Background: an optimization exercise with open tools, aiming at small area, a short achievable clock period and few clock cycles per item. Do not read the settings as production practice.
Only simulation tests tie the RTL to the original design; equivalence was not proved.

==> inputs of job 1145 <==
// bitwriter_unit
module bitwriter_unit (
  input             clk,
  input             rst,
  input             cmd_valid,
  output            cmd_ready,
  input      [7:0]  cmd_op,
  input      [63:0] cmd_arg0,
  input      [31:0] cmd_arg1,
  output            m_valid,
  output     [7:0]  m_data,
  input             m_ready,
  input      [1:0]  m_resp,
  input      [63:0] m_pos,
  input      [63:0] m_len,
  input             m_seekable,
  output reg        m_close,
  output            l_valid,
  output     [7:0]  l_data,
  input             l_ready,
  input      [1:0]  l_resp,
  input      [63:0] l_pos,
  input      [63:0] l_len,
  input             l_seekable,
  output reg        l_close,
  output            rsp_valid,
  output     [3:0]  rsp_status,
  output     [63:0] rsp_res
);
Settings: LEC_CHECK=0, CAP_MARGIN=20, CORE_MARGIN=2, CORE_UTILIZATION=40, SETUP_SLACK_MARGIN=2.0, SLEW_MARGIN=20; clock period 5.0 ns.
standard.sh (not shown) runs the stock make flow with config.mk's settings and CLKGATE_MAP_FILE= SYNTH_SCRIPT=/design/flow/synth_recipe.tcl, a recipe that flattens the netlist after the stock synthesis.
==> flow/flow/run.sh <==
#!/bin/bash
# Standard ORFS layout, with the port buffers made from buf_1 cells instead of the
# default choice; the full make output goes to standard.log.
set -euo pipefail
export BUFFER_PORTS_ARGS="-buffer_cell sky130_fd_sc_hd__buf_1"
bash standard.sh > standard.log 2>&1
==> job 6810: changes against job 1145 <==
--- a/flow/design.v
+++ b/flow/design.v
@@ -42,11 +42,10 @@
   reg        e_rep;       
   reg        e_x;         
   reg [7:0]  e_m;         
   reg [7:0]  e_r;         
   reg [63:0] e_dat;       
-  reg [14:0] e_win;       
   reg [7:0]  e_head;      
   reg [3:0]  e_cur;       
   reg        e_first;     
   reg        e_flush;     
   reg        e_close;     
@@ -57,17 +56,17 @@
   reg [4:0]  r_sel;       
   reg [2:0]  r_cur;
   wire       e_rdy  = e_l ? l_ready : m_ready;
   wire [1:0] e_resp = e_l ? l_resp  : m_resp;
   wire [70:0] e_ext = {7'd0, e_dat};
-  reg  [14:0] e_wn;
+  reg  [14:0] e_win;
   reg  [7:0]  e_byte;
   integer i;
   always @* begin
-    e_wn = 15'd0;
-    for (i = 0; i < 7; i = i + 1)
-      e_wn = e_wn | ({15{e_m[i+1]}} & e_ext[8*i +: 15]);
+    e_win = 15'd0;
+    for (i = 0; i < 8; i = i + 1)
+      e_win = e_win | ({15{e_m[i]}} & e_ext[8*i +: 15]);
     e_byte = 8'd0;
     for (i = 0; i < 8; i = i + 1)
       e_byte = e_byte | ({8{e_r[i]}} & e_win[i +: 8]);
   end
   wire [7:0] e_keep = !e_first ? 8'hFF : (e_flush ? 8'h00 : (8'hFF >> e_cur));
@@ -106,55 +105,41 @@
   wire        rep     = f_bit || f_rep;
   wire        v       = cmd_arg0[0];
   wire [2:0]  nl      = f_bit ? 3'd1 : cmd_arg1[2:0];
   wire [27:0] nh      = f_bit ? 28'd0 : cmd_arg1[30:3];
   wire        nh0     = (nh[27:1] == 27'd0);
-  reg  [3:0]  s_m, s_l;
+  reg  [3:0]  s;
   integer j;
   always @* begin
-    s_m = 4'd0;
-    s_l = 4'd0;
+    s = 4'd0;
     for (j = 0; j < 8; j = j + 1)
-      if (nl == j) begin
-        s_m = {1'b0, cur_m[2:0]} + j;
-        s_l = {1'b0, cur_l[2:0]} + j;
-      end
-  end
-  wire [3:0]  s       = u ? s_l : s_m;
+      if (nl == j) s = (u ? {1'b0, cur_l[2:0]} : {1'b0, cur_m[2:0]}) + j;
+  end
   wire [2:0]  r       = s[2:0];
   wire        k0      = !s[3] && nh0 && !nh[0];              
   wire        k1      = s[3] ? (nh0 && !nh[0]) : (nh0 && nh[0]);   
   wire        w_go    = op_ok && att && f_write && !bad && !zero && !wcur[3];
   wire        fl_go   = op_ok && att && f_fl;
   wire        p8_go   = op_ok && att && f_pos && seek && wcur[3];
   wire        emit    = (w_go && !k0) || (fl_go && (wcur != 4'd0));
-  function [7:0] tail(input [7:0] a, input [2:0] rr);    
-    case (rr)
-      3'd1: tail = {a[0],   7'd0};
-      3'd2: tail = {a[1:0], 6'd0};
-      3'd3: tail = {a[2:0], 5'd0};
-      3'd4: tail = {a[3:0], 4'd0};
-      3'd5: tail = {a[4:0], 3'd0};
-      3'd6: tail = {a[5:0], 2'd0};
-      3'd7: tail = {a[6:0], 1'd0};
-      default: tail = 8'd0;
+  wire [7:0]  topr    = ~(8'hFF >> r);
+  wire [7:0]  topc    = ~(8'hFF >> wcur[2:0]);
+  reg  [7:0]  tbits;
+  always @* begin
+    case (r)
+      3'd1: tbits = {cmd_arg0[0],   7'd0};
+      3'd2: tbits = {cmd_arg0[1:0], 6'd0};
+      3'd3: tbits = {cmd_arg0[2:0], 5'd0};
+      3'd4: tbits = {cmd_arg0[3:0], 4'd0};
+      3'd5: tbits = {cmd_arg0[4:0], 3'd0};
+      3'd6: tbits = {cmd_arg0[5:0], 2'd0};
+      3'd7: tbits = {cmd_arg0[6:0], 1'd0};
+      default: tbits = 8'd0;
     endcase
-  endfunction
-  wire        nhz     = nh0 && !nh[0];
-  wire [7:0]  td      = rep ? {8{v}} : cmd_arg0[7:0];
-  wire [7:0]  tb_m    = tail(td, s_m[2:0]);
-  wire [7:0]  tb_l    = tail(td, s_l[2:0]);
-  wire [7:0]  nbuf_m  = (!s_m[3] && nhz) ? (buf_m | (tb_m & (8'hFF >> cur_m[2:0]))) : tb_m;
-  wire [7:0]  nbuf_l  = (!s_l[3] && nhz) ? (buf_l | (tb_l & (8'hFF >> cur_l[2:0]))) : tb_l;
-  wire [7:0]  m1      = s[3] ? (8'd1 << nh[2:0]) : ((8'd1 << nh[2:0]) >> 1);
-  wire [70:0] a_ext   = {7'd0, cmd_arg0};
-  reg  [14:0] a_win;
-  always @* begin
-    a_win = 15'd0;
-    for (i = 0; i < 8; i = i + 1)
-      a_win = a_win | ({15{m1[i]}} & a_ext[8*i +: 15]);
-  end
+    if (rep) tbits = {8{v}};
+  end
+  wire [7:0]  nbuf    = k0 ? (wbuf | (tbits & topr & ~topc)) : (tbits & topr);
   reg [3:0] st;
   always @* begin
     if (!op_ok)               st = ST_ILLCMD;
     else if (f_open)          st = ST_OK;
     else if (!att)            st = ST_ILLSTATE;
@@ -210,11 +195,10 @@
           e_x <= 1'b0;
           if (!e_x) e_dat[27:0] <= e_inc[27:0];
           e_last <= e_x ? (e_dat[27:0] == 28'hFFFFFFE) : (e_dat[27:0] == 28'hFFFFFFD);
         end else begin
           e_m    <= {1'b0, e_m[7:1]};
-          e_win  <= e_wn;
           e_last <= e_m[1];
         end
         if (e_fail || e_last) busy <= 1'b0;
         if (e_fail) begin
           if (e_l) begin att_l <= 1'b1; buf_l <= x_byte; cur_l <= e_flush ? e_cur : 4'd8; end
@@ -232,15 +216,15 @@
         e_pm     <= p8_go;
         e_ph     <= 1'b0;
         e_l      <= u;
         e_rep    <= rep;
         e_x      <= s[3];
-        e_m      <= fl_go ? 8'd1 : m1;
-        e_win    <= rep ? {15{v}} : a_win;
+        e_m      <= fl_go ? 8'd1 : rep ? 8'b0100_0000 :
+                    (s[3] ? (8'd1 << nh[2:0]) : ((8'd1 << nh[2:0]) >> 1));
         e_last   <= fl_go || k1;
         e_r      <= 8'd1 << r;
-        e_dat    <= rep ? {cmd_arg0[63:28], ~nh} : cmd_arg0;
+        e_dat    <= rep ? {{16{v}}, cmd_arg0[47:28], ~nh} : cmd_arg0;
         e_head   <= wbuf;
         e_cur    <= wcur;
         e_first  <= 1'b1;
         e_flush  <= fl_go;
         e_close  <= fn[3];
@@ -251,12 +235,12 @@
         if (op_ok) begin
           if (f_open) begin
             if (u) begin att_l <= 1'b1; buf_l <= 8'd0; cur_l <= 4'd0; end
             else   begin att_m <= 1'b1; buf_m <= 8'd0; cur_m <= 4'd0; end
           end else if (w_go) begin
-            if (u) begin buf_l <= nbuf_l; cur_l <= {1'b0, s_l[2:0]}; end
-            else   begin buf_m <= nbuf_m; cur_m <= {1'b0, s_m[2:0]}; end
+            if (u) begin buf_l <= nbuf; cur_l <= {1'b0, r}; end
+            else   begin buf_m <= nbuf; cur_m <= {1'b0, r}; end
           end else if (fl_go) begin
             if (u) begin att_l <= 1'b0; buf_l <= 8'd0; cur_l <= 4'd0; end
             else   begin att_m <= 1'b0; buf_m <= 8'd0; cur_m <= 4'd0; end
             if (wcur == 4'd0 && fn[3]) begin
               if (u) l_close <= 1'b1; else m_close <= 1'b1;
--- a/flow/config.mk
+++ b/flow/config.mk
@@ -6,7 +6,7 @@
 export NUM_CORES = 4
 export LEC_CHECK = 0
 export CAP_MARGIN = 20
 export CORE_MARGIN = 2
 export CORE_UTILIZATION = 40
-export SETUP_SLACK_MARGIN = 2.0
+export SETUP_SLACK_MARGIN = 1.0
 export SLEW_MARGIN = 20
==> job 9689: changes against job 1145 <==
--- a/flow/design.v
+++ b/flow/design.v
@@ -42,11 +42,10 @@
   reg        e_rep;       
   reg        e_x;         
   reg [7:0]  e_m;         
   reg [7:0]  e_r;         
   reg [63:0] e_dat;       
-  reg [14:0] e_win;       
   reg [7:0]  e_head;      
   reg [3:0]  e_cur;       
   reg        e_first;     
   reg        e_flush;     
   reg        e_close;     
@@ -57,17 +56,17 @@
   reg [4:0]  r_sel;       
   reg [2:0]  r_cur;
   wire       e_rdy  = e_l ? l_ready : m_ready;
   wire [1:0] e_resp = e_l ? l_resp  : m_resp;
   wire [70:0] e_ext = {7'd0, e_dat};
-  reg  [14:0] e_wn;
+  reg  [14:0] e_win;
   reg  [7:0]  e_byte;
   integer i;
   always @* begin
-    e_wn = 15'd0;
-    for (i = 0; i < 7; i = i + 1)
-      e_wn = e_wn | ({15{e_m[i+1]}} & e_ext[8*i +: 15]);
+    e_win = 15'd0;
+    for (i = 0; i < 8; i = i + 1)
+      e_win = e_win | ({15{e_m[i]}} & e_ext[8*i +: 15]);
     e_byte = 8'd0;
     for (i = 0; i < 8; i = i + 1)
       e_byte = e_byte | ({8{e_r[i]}} & e_win[i +: 8]);
   end
   wire [7:0] e_keep = !e_first ? 8'hFF : (e_flush ? 8'h00 : (8'hFF >> e_cur));
@@ -106,55 +105,22 @@
   wire        rep     = f_bit || f_rep;
   wire        v       = cmd_arg0[0];
   wire [2:0]  nl      = f_bit ? 3'd1 : cmd_arg1[2:0];
   wire [27:0] nh      = f_bit ? 28'd0 : cmd_arg1[30:3];
   wire        nh0     = (nh[27:1] == 27'd0);
-  reg  [3:0]  s_m, s_l;
-  integer j;
-  always @* begin
-    s_m = 4'd0;
-    s_l = 4'd0;
-    for (j = 0; j < 8; j = j + 1)
-      if (nl == j) begin
-        s_m = {1'b0, cur_m[2:0]} + j;
-        s_l = {1'b0, cur_l[2:0]} + j;
-      end
-  end
-  wire [3:0]  s       = u ? s_l : s_m;
+  wire [3:0]  s       = {1'b0, wcur[2:0]} + {1'b0, nl};
   wire [2:0]  r       = s[2:0];
   wire        k0      = !s[3] && nh0 && !nh[0];              
   wire        k1      = s[3] ? (nh0 && !nh[0]) : (nh0 && nh[0]);   
   wire        w_go    = op_ok && att && f_write && !bad && !zero && !wcur[3];
   wire        fl_go   = op_ok && att && f_fl;
   wire        p8_go   = op_ok && att && f_pos && seek && wcur[3];
   wire        emit    = (w_go && !k0) || (fl_go && (wcur != 4'd0));
-  function [7:0] tail(input [7:0] a, input [2:0] rr);    
-    case (rr)
-      3'd1: tail = {a[0],   7'd0};
-      3'd2: tail = {a[1:0], 6'd0};
-      3'd3: tail = {a[2:0], 5'd0};
-      3'd4: tail = {a[3:0], 4'd0};
-      3'd5: tail = {a[4:0], 3'd0};
-      3'd6: tail = {a[5:0], 2'd0};
-      3'd7: tail = {a[6:0], 1'd0};
-      default: tail = 8'd0;
-    endcase
-  endfunction
-  wire        nhz     = nh0 && !nh[0];
-  wire [7:0]  td      = rep ? {8{v}} : cmd_arg0[7:0];
-  wire [7:0]  tb_m    = tail(td, s_m[2:0]);
-  wire [7:0]  tb_l    = tail(td, s_l[2:0]);
-  wire [7:0]  nbuf_m  = (!s_m[3] && nhz) ? (buf_m | (tb_m & (8'hFF >> cur_m[2:0]))) : tb_m;
-  wire [7:0]  nbuf_l  = (!s_l[3] && nhz) ? (buf_l | (tb_l & (8'hFF >> cur_l[2:0]))) : tb_l;
-  wire [7:0]  m1      = s[3] ? (8'd1 << nh[2:0]) : ((8'd1 << nh[2:0]) >> 1);
-  wire [70:0] a_ext   = {7'd0, cmd_arg0};
-  reg  [14:0] a_win;
-  always @* begin
-    a_win = 15'd0;
-    for (i = 0; i < 8; i = i + 1)
-      a_win = a_win | ({15{m1[i]}} & a_ext[8*i +: 15]);
-  end
+  wire [7:0]  topr    = ~(8'hFF >> r);
+  wire [7:0]  topc    = ~(8'hFF >> wcur[2:0]);
+  wire [7:0]  tbits   = rep ? {8{v}} : (cmd_arg0[7:0] << (4'd8 - {1'b0, r}));
+  wire [7:0]  nbuf    = k0 ? (wbuf | (tbits & topr & ~topc)) : (tbits & topr);
   reg [3:0] st;
   always @* begin
     if (!op_ok)               st = ST_ILLCMD;
     else if (f_open)          st = ST_OK;
     else if (!att)            st = ST_ILLSTATE;
@@ -207,15 +173,14 @@
       if (e_go) begin
         e_first <= 1'b0;
         if (e_rep) begin
           e_x <= 1'b0;
           if (!e_x) e_dat[27:0] <= e_inc[27:0];
-          e_last <= e_x ? (e_dat[27:0] == 28'hFFFFFFE) : (e_dat[27:0] == 28'hFFFFFFD);
+        e_last  <= e_x ? (e_dat[27:0] == 28'hFFFFFFE) : (e_dat[27:0] == 28'hFFFFFFD);
         end else begin
-          e_m    <= {1'b0, e_m[7:1]};
-          e_win  <= e_wn;
-          e_last <= e_m[1];
+        e_m     <= {1'b0, e_m[7:1]};
+        e_last  <= e_m[1];
         end
         if (e_fail || e_last) busy <= 1'b0;
         if (e_fail) begin
           if (e_l) begin att_l <= 1'b1; buf_l <= x_byte; cur_l <= e_flush ? e_cur : 4'd8; end
           else     begin att_m <= 1'b1; buf_m <= x_byte; cur_m <= e_flush ? e_cur : 4'd8; end
@@ -232,15 +197,14 @@
         e_pm     <= p8_go;
         e_ph     <= 1'b0;
         e_l      <= u;
         e_rep    <= rep;
         e_x      <= s[3];
-        e_m      <= fl_go ? 8'd1 : m1;
-        e_win    <= rep ? {15{v}} : a_win;
+        e_m      <= fl_go ? 8'd1 : rep ? 8'b0100_0000 : (8'd1 << (nh[2:0] - {2'd0, !s[3]}));
         e_last   <= fl_go || k1;
         e_r      <= 8'd1 << r;
-        e_dat    <= rep ? {cmd_arg0[63:28], ~nh} : cmd_arg0;
+        e_dat    <= rep ? {{16{v}}, cmd_arg0[47:28], ~nh} : cmd_arg0;
         e_head   <= wbuf;
         e_cur    <= wcur;
         e_first  <= 1'b1;
         e_flush  <= fl_go;
         e_close  <= fn[3];
@@ -251,12 +215,12 @@
         if (op_ok) begin
           if (f_open) begin
             if (u) begin att_l <= 1'b1; buf_l <= 8'd0; cur_l <= 4'd0; end
             else   begin att_m <= 1'b1; buf_m <= 8'd0; cur_m <= 4'd0; end
           end else if (w_go) begin
-            if (u) begin buf_l <= nbuf_l; cur_l <= {1'b0, s_l[2:0]}; end
-            else   begin buf_m <= nbuf_m; cur_m <= {1'b0, s_m[2:0]}; end
+            if (u) begin buf_l <= nbuf; cur_l <= {1'b0, r}; end
+            else   begin buf_m <= nbuf; cur_m <= {1'b0, r}; end
           end else if (fl_go) begin
             if (u) begin att_l <= 1'b0; buf_l <= 8'd0; cur_l <= 4'd0; end
             else   begin att_m <= 1'b0; buf_m <= 8'd0; cur_m <= 4'd0; end
             if (wcur == 4'd0 && fn[3]) begin
               if (u) l_close <= 1'b1; else m_close <= 1'b1;
==> qor summary <==
metric                                               job 1145        job 9689        job 6810
Run status                                     finished clean  finished clean  finished clean
Cell area after placement                        0.0169 sq mm    0.0144 sq mm    0.0147 sq mm
Antenna fix cells                                           0               1               4
Site Rows                                                  70              64              65
Slew at the pin closest to its max-slew limit         1.01 ns         1.06 ns         1.10 ns
CP startpoint                                       cmd_op[3]       cmd_op[2]       e_dat[25]
Slack of the critical path                            1.77 ns         1.25 ns         1.12 ns
Via Count                                               18900           16200           15600
Die Width                                              196 um          179 um          183 um
Final core utilization                                  55.1%           60.1%           49.1%
Sw Share                                                35.0%           37.7%           36.7%
Final std cells w/o fill                                 2877            2473            2424
Final HPWL from detailed placement                   58600 um        48000 um        49600 um
Wire length of the first global-routing pass        112000 um        94300 um        92300 um
Testbench counts of job 1145, summed over its fixed seeds: cycles 7,958, items 4,000.
Testbench counts of job 6810, summed over its fixed seeds: cycles 7,958, items 4,000.
Testbench counts of job 9689, summed over its fixed seeds: cycles 7,958, items 4,000.

afterwards: timing with drivers on the ports:
In the flow no input, the clock included, has a driving cell. The finished layouts below were timed again as built, in two steps.
Step 1 (the two cells are an assumption about what drives the block):
set clk [get_ports {clk}]
set_driving_cell -lib_cell sky130_fd_sc_hd__clkbuf_16 $clk
set_driving_cell -lib_cell sky130_fd_sc_hd__buf_2 [delete_from_list [all_inputs] $clk]
Step 2 moves the port delays by t, midway between the first and last clock arrival at a register: inputs arrive t later, outputs are due t later. That takes back most of the time a late clock gives input paths.
Slacks: ideal / step 1 / step 2; pairs: ideal / step 1.
| run | t (ns) | setup slack, ns | worst slew at a driven data input, ns |
|---|---|---|---|
| job 1145 | 0.493 | 1.773 / 1.763 / 1.270 | 0.08 |
| job 6810 | 0.488 | 1.124 / 1.074 / 0.734 | 0.10 |
| job 9689 | 0.493 | 1.247 / 1.250 / 0.757 | 0.12 |
After both steps every run listed still meets setup and hold. The setup slack of job 1145, which loses most, moves by -0.010 ns with the drivers and by -0.503 ns with both steps.
